This is an optimization exercise on Yosys and OpenROAD, whose aim is small area, a short achievable clock period and few clock cycles, not a production implementation.
RTL that was checked went through simulation tests only; none was proved equivalent to the original.
Power is estimated from default activity; no workload was simulated.

Design mx_chunk_rx, start of the top module:
module mx_chunk_rx (
    input  wire       clk,
    input  wire       rst,
    input  wire       in_valid,
    output reg        in_ready,
    input  wire [7:0] in_data,
    input  wire       in_last,
    output reg        st_valid,
    output reg  [1:0] st_res,
    output reg  [2:0] st_cause,
    output reg        st_disc,
    output wire [7:0] st_msg_len,
    output wire       st_msg_bin,
    output wire       st_acc,
    output wire [7:0] st_rlen,
    output wire [4:0] st_exp_sn,
    output wire       st_frame_bin,
    output wire       m_valid,
    input  wire       m_ready,
    output wire [7:0] m_data,
    output wire       m_last
);
For scale: roughly 3,600 cells after synthesis, about 1,600 flip-flops, ~55 I/O pins, about 48,000 um^2 of cells after synthesis.
Settings: LEC_CHECK=0, CAP_MARGIN=20, CORE_MARGIN=2, CORE_UTILIZATION=40, CTS_CLUSTER_DIAMETER=80, CTS_CLUSTER_SIZE=28, SLEW_MARGIN=20; clock period 10.0 ns.
standard.sh (not shown) runs the stock make flow with config.mk's settings and CLKGATE_MAP_FILE= SYNTH_SCRIPT=/design/flow/synth_recipe.tcl, a recipe that flattens the netlist after the stock synthesis.
==> flow/flow/run.sh <==
#!/bin/bash
export SETUP_SLACK_MARGIN=6.5
bash standard.sh > standard.log 2>&1
The starting point completed with no timing, DRC or antenna violations.
Testbench counts at the start, summed over its fixed seeds: cycles 30,639.
==> next run, changes <==
--- a/flow/design.v
+++ b/flow/design.v
@@ -74,18 +74,19 @@
     reg [5:0]  qprev;        
     reg        q2_pad;       
     reg [7:0]  dl0, dl1, dl2;    
     reg [1:0]  dcnt;
     reg        hdr_seen;
     reg [7:0]  hdr;
     reg [7:0]  woff;         
     reg [7:0]  hl0, hl1, hl2, hl3;   
-    reg [7:0]  xd0, xd0b, xd0c;      
-    reg [7:0]  xd1, xd2;             
+    reg [7:0]  xd0, xd0b;            
+    reg [8:0]  r1, r2;               
+    reg [7:0]  r3;                   
     reg [1:0]  hc0;                  
     reg [2:0]  hc1, hc2;
     reg        tm0, tm1, tm2;        
     reg [7:0]  hl2s;                 
     reg [7:0]  mq [0:QD-1];
     reg [1:0]  mqn;
     reg        mv_r;
     reg [7:0]  md_r;
@@ -159,22 +160,29 @@
     wire [7:0]  d_jn    = hdr_seen ? woff : r_len;
     wire        h_drop  = hdr_in && dl2[6] && r_acc;
     wire [3:0]  jn      = h_drop ? (r_len[7:3] != 5'd0 ? 4'd8 : {1'b0, r_len[2:0]}) : ap_jn;
     wire        drop    = ap_drop || h_drop;
     wire        drop_all = pc <= jn;
     wire [7:0]  hx0 = hl0 ^ p_byte;
     wire [9:0]  hs0 = {2'd0, hx0} + {2'd0, hx0[6:0], 1'b0} + {2'd0, hx0[3:0], 4'd0} +
                       {2'd0, hx0[0], 7'd0};
-    wire [10:0] hs1 = {3'd0, hl1} + {3'd0, hl1[6:0], xd0[7]} + {3'd0, hl1[3:0], xd0[7:4]} +
-                      {3'd0, hl1[0], xd0[7:1]} + {3'd0, xd0} + {8'd0, hc0};
-    wire [10:0] hs2 = {3'd0, hl2} + {3'd0, hl2[6:0], xd1[7]} + {3'd0, hl2[3:0], xd1[7:4]} +
-                      {3'd0, hl2[0], xd1[7:1]} + {3'd0, xd1} + {8'd0, hc1};
-    wire [7:0]  hs3 = hl3 + {hl3[6:0], xd2[7]} + {hl3[3:0], xd2[7:4]} +
-                      {hl3[0], xd2[7:1]} + xd2 + xd0c + {5'd0, hc2};
+    function [8:0] up_terms;
+        input [7:0] x;
+        begin
+            up_terms = {8'd0, x[7]} + {5'd0, x[7:4]} + {2'd0, x[7:1]} + {1'b0, x};
+        end
+    endfunction
+    wire [10:0] hs1 = {3'd0, hl1} + {3'd0, hl1[6:0], 1'b0} + {3'd0, hl1[3:0], 4'd0} +
+                      {3'd0, hl1[0], 7'd0} + {2'd0, r1} + {9'd0, hc0};
+    wire [10:0] hs2 = {3'd0, hl2} + {3'd0, hl2[6:0], 1'b0} + {3'd0, hl2[3:0], 4'd0} +
+                      {3'd0, hl2[0], 7'd0} + {2'd0, r2} + {8'd0, hc1};
+    wire [7:0]  r3_n = {7'd0, hl2[7]} + {4'd0, hl2[7:4]} + {1'b0, hl2[7:1]} + hl2 + xd0b;
+    wire [7:0]  hs3 = hl3 + {hl3[6:0], 1'b0} + {hl3[3:0], 4'd0} + {hl3[0], 7'd0} +
+                      r3 + {5'd0, hc2};
     wire        rw_en   = pc != 4'd0 && ph == wa[2:0];   
     wire [7:0]  rw_byte = stg[ph];
     wire [7:0]  ring_top [0:NR-1];
     genvar g;
     generate
         for (g = 0; g < NR; g = g + 1) begin : ring
             reg [63:0] q;
             always @(posedge clk) begin
@@ -422,19 +430,19 @@
         if (take && !w_sent && is_sym)
             qprev <= sym_v;
         if (push) begin
             dl0  <= p_byte;
             dl1  <= dl0;
             dl2  <= dl1;
             xd0  <= hx0;
             xd0b <= xd0;
-            xd0c <= xd0b;
-            xd1  <= hl1;
-            xd2  <= hl2;
+            r1   <= up_terms(hx0);
+            r2   <= up_terms(hl1);
+            r3   <= r3_n;
             hl2s <= hl2;
             tm0  <= p_byte == hl0;
             tm1  <= tm0 && p_byte == hl1;
             tm2  <= tm1;
         end
         if (hdr_in)
             hdr <= dl2;
         woff <= woff_n;
What happened: Count of clock-buffer cells in the layout goes down by 3; utilization goes up by 0.13 points; final area goes up slightly; wire length goes up by a few percent; die area goes up slightly; worst setup slack improves by 0.10 ns; sequential power stays flat; synthesized area goes up slightly; non-clock buffer count goes up by 2; final cell count goes up slightly; global-route usage goes up by 0.16 points.
Only the layout flow was run in the second run of this note; the RTL was not checked for function there.

==> port drivers added, routing unchanged <==
How much do the figures lean on ideal ports? The routed layouts below were timed once more, with nothing changed but the port constraints.
Step 1 sets driving cells, clkbuf_16 on the clock port and buf_2 on the other inputs (assumed; they add their load-dependent delay and slew).
Step 2, shift: input delay + t, output delay - t, t = (earliest + latest rising clock arrival at the registers) / 2. This alone moves slack from input paths to output paths.
a / b / c = ideal / step 1 / step 2; a / b = the first two.
run	shift t [ns]	setup WS [ns]	worst setup path at the end	pins driven straight from the clock port
the first run	0.720	6.179 / 6.179 / 5.873	input to register	1
the second run	0.726	6.282 / 6.282 / 5.827	input to register	1
After both steps every run listed still meets setup and hold. The setup slack of the second run, which loses most, moves by 0.000 ns with the drivers and by -0.455 ns with both steps.
